From an optimization exercise on the open Yosys and OpenROAD flow, aimed at small area; shortcuts taken in it are not production practice.
Only simulation tests tie the RTL to the original design; equivalence was not proved.
Power is estimated from default activity; no workload was simulated.

rev 12:
// sensor_sampler
module sensor_sampler #(
    parameter integer SA = 16,    
    parameter integer SG = 131    
) (
    input  wire        clk,
    input  wire        rst,
    input  wire        cmd_valid,
    input  wire [7:0]  cmd_data,
    output wire        cmd_ready,
    output reg         resp_valid,
    output wire        resp_kind,       
    output wire [15:0] resp_value,
    input  wire        resp_ready,
    output wire        bus_dir,         
    output wire        tx_valid,
    output wire [7:0]  tx_data,
    input  wire        tx_ready,        
    input  wire        rx_valid,
    input  wire [7:0]  rx_data,
    output wire        rx_ready,
    output wire        txt_valid,
    output wire [7:0]  txt_data,
    input  wire        txt_ready
);
Size: ~520 cells after synthesis, roughly 62 I/O pins, roughly 0.0047 mm2 of cells after synthesis.
clock: 40.0 ns
lec_check: 0
abc_area: 1
cap_margin: 20
core_margin: 2
core_utilization: 40
cts_buf_list: sky130_fd_sc_hd__clkbuf_8
slew_margin: 20
standard.sh (not shown) runs the stock make flow with config.mk's settings and CLKGATE_MAP_FILE= SYNTH_SCRIPT=/design/flow/synth_recipe.tcl, a recipe that flattens the netlist after the stock synthesis.
==> flow/flow/run.sh <==
#!/bin/bash
# The standard ORFS layout (standard.sh) with changes that only affect how
# cells are chosen:
#  * ABC maps the logic with an area-oriented script (flow/abc_area.script)
#    instead of ORFS's default area script;
#  * no half/full-adder extraction, so ABC optimises adders with the rest;
#  * ports, and outputs that share a net, are buffered with
#    sky130_fd_sc_hd__buf_1 cells.
# Each tool's full output stays in ORFS's logs (orfs/logs); make's own
# output goes to standard.log.
set -euo pipefail
here=$(pwd)
rm -rf "$here/scripts_area"
cp -r "$FLOW_HOME/scripts" "$here/scripts_area"
cp "$here/flow/abc_area.script" "$here/scripts_area/abc_area.script"
export SCRIPTS_DIR="$here/scripts_area"
export ADDER_MAP_FILE=
export BUFFER_PORTS_ARGS="-buffer_cell sky130_fd_sc_hd__buf_1"
sed 's/"\${@:-finish}"/"MIN_BUF_CELL_AND_PORTS=sky130_fd_sc_hd__buf_1 A X" "${@:-finish}"/' standard.sh > "$here/standard_area.sh"
grep -q "MIN_BUF_CELL_AND_PORTS=sky130_fd_sc_hd__buf_1" "$here/standard_area.sh"
export CTS_ARGS="-sink_clustering_enable -repair_clock_nets -dont_use_dummy_load -buf_list sky130_fd_sc_hd__clkbuf_8"
bash "$here/standard_area.sh" > "$here/standard.log" 2>&1
==> flow/flow/abc_area.script <==
strash
dc2
dc2
&get -n
&dch -f
&nf -R 1000
&put
topo
Per the final summary, rev 12 finished and its layout is clean on timing, DRC and antenna.
diff inputs: rev 12 => rev 13
diff --git a/flow/design.v b/flow/design.v
--- a/flow/design.v
+++ b/flow/design.v
@@ -68,19 +68,18 @@
     wire [8:0] tsub = t9 - 9'd131;
     wire       qd = gy ? ge : r[3];
     wire [7:0] rdiv = (gy && bi == 4'd15) ? (b ? 8'd130 : 8'd0) :
                       ((gy & ge) ? tsub[7:0] : t9[7:0]);
     wire       fcorr = neg & ((|r[3:0]) | (gy & (|r[7:4])));
     wire [1:0] pw = r[5:4];
     reg kbit;
     always @(*) begin
         case (pw)
-            2'd3:    kbit = (sp == 4'd0);
             2'd2:    kbit = (sp == 4'd1) || (sp == 4'd3);
             2'd1:    kbit = (sp == 4'd2) || (sp == 4'd5) || (sp == 4'd6);
             default: kbit = (sp == 4'd3) || (sp == 4'd5) || (sp == 4'd6) ||
                             (sp == 4'd7) || (sp == 4'd8) || (sp == 4'd9);
         endcase
     end
     wire bp   = kbit ^ (st == SUB);
     wire c    = (sp == 4'd0) ? ((st == CPY) ? fcorr : (st == SUB)) : cy;
     wire sum  = S[0] ^ bp ^ c;
@@ -135,19 +134,19 @@
             4'd8:  chr = ",";
             4'd10: chr = "}";
             4'd14: chr = "{";
             default: chr = 7'h0A;        
         endcase
     end
     wire is_val = (k == 4'd7);
     wire is_key = (k[3:1] == 3'b001);
     wire is_nl  = k[0] & k[3] & (k[1] | ~k[2]);
-    wire [3:0] dnib = r[3:0];
+    wire [3:0] dnib = (pw == 2'd3) ? S[3:0] : r[3:0];
     wire       show = (|r[3:0]) | started | (pw == 2'd3);
     reg s_en, sin;
     always @(*) begin
         s_en = 1'b1;
         sin  = S[0];
         case (st)
             RXB:   sin = step ? qd : S[0];
             ALNC, ALNL, ALNZ: s_en = (sp != 4'd0);
             LD:    sin = here ? r0v : S[11];
@@ -267,19 +266,19 @@
                         r      <= 8'h00;     
                         st     <= SUB;
                     end
                 end
                 SUB: begin
                     if (sp_last) begin
                         if (cout)
                             r[3:0] <= r[3:0] + 4'd1;
                         else
-                            st <= (pw == 2'd3) ? DEMIT : ADD;    
+                            st <= ADD;
                     end
                 end
                 ADD: begin
                     if (sp_last) begin
                         st <= (pw == 2'd0) ? TXT : DEMIT;
                     end
                 end
                 TXT: begin
                     if (is_val) begin
@@ -310,20 +309,22 @@
                     if (!show || txt_ready) begin
                         if (show)
                             started <= 1'b1;
                         if (pw == 2'd3) begin
                             k       <= (ch == 3'd5) ? 4'd9 : 4'd8;
                             started <= 1'b0;
                             st      <= TXT;
                         end else begin
                             r[6:4] <= j + 3'd1;
-                            r[3:0] <= 4'd0;
-                            st     <= SUB;
+                            if (pw != 2'd2) begin
+                                r[3:0] <= 4'd0;
+                                st     <= SUB;
+                            end
                         end
                     end
                 end
                 ALNZ: begin
                     if (sp == 4'd0)
                         st <= CLR;
                 end
                 CLR: begin
                     if (sp_last) begin
[summary]
- Rev 13 finished every stage and its layout cleared the timing, DRC and antenna checks.
- Summary — height of the chip, rev 13 relative to rev 12: higher, by 0.59 um.
- Die area: rev 13 higher than rev 12
- Rev 12 -> rev 13: number of setup violations in the final report delta 0, exact match
- Non-clock buffering overhead in the final layout in rev 13 vs rev 12: down 0.46 points
- Of the two candidates, rev 12 has the better routed wire length and rev 13 the worse one.
- Diff rev 13 and rev 12: overall power after layout higher in rev 12
- When rev 13 is measured against rev 12, its proportion of layout cells with a drive suffix above 1 turns out 0.54 points lower.
- Final setup slack of the worst path: lower on rev 13
- Comparing rev 13 and rev 12, the lower area after synthesis is on rev 12.
- Rev 13 vs rev 12: non-clock buffer count down by a few percent
- On rev 13: post-route cell area is 0.55% higher than what rev 12 gave.
- Rev 13 gives more first-pass iteration count of the detailed router than rev 12 did.
- | global-route usage | higher: rev 13 |

## port drivers added, routing unchanged
The flow's constraints put no driver on any port. The routed layouts listed below were extracted and timed again, unchanged, in two steps.
Step 1 (the two cells are an assumption about what drives the block):
set clk [get_ports {clk}]
set_driving_cell -lib_cell sky130_fd_sc_hd__clkbuf_16 $clk
set_driving_cell -lib_cell sky130_fd_sc_hd__buf_2 [delete_from_list [all_inputs] $clk]
Step 2 also shifts input and output timing later by t, the mid clock arrival at the registers, as if the neighbouring blocks saw the same clock.
a / b / c = ideal ports / drivers / drivers and shift; a / b = the first two.
run	t, ns	setup WS [ns]	worst setup path at the end	cell pins on the clock port's net
rev 12	0.399	22.839 / 22.800 / 22.800	input to output	1
rev 13	0.396	22.654 / 22.633 / 22.633	input to output	1
After both steps setup and hold are still met in every run listed. The setup slack of rev 12, which loses most, moves by -0.039 ns with the drivers and by -0.039 ns with both steps.
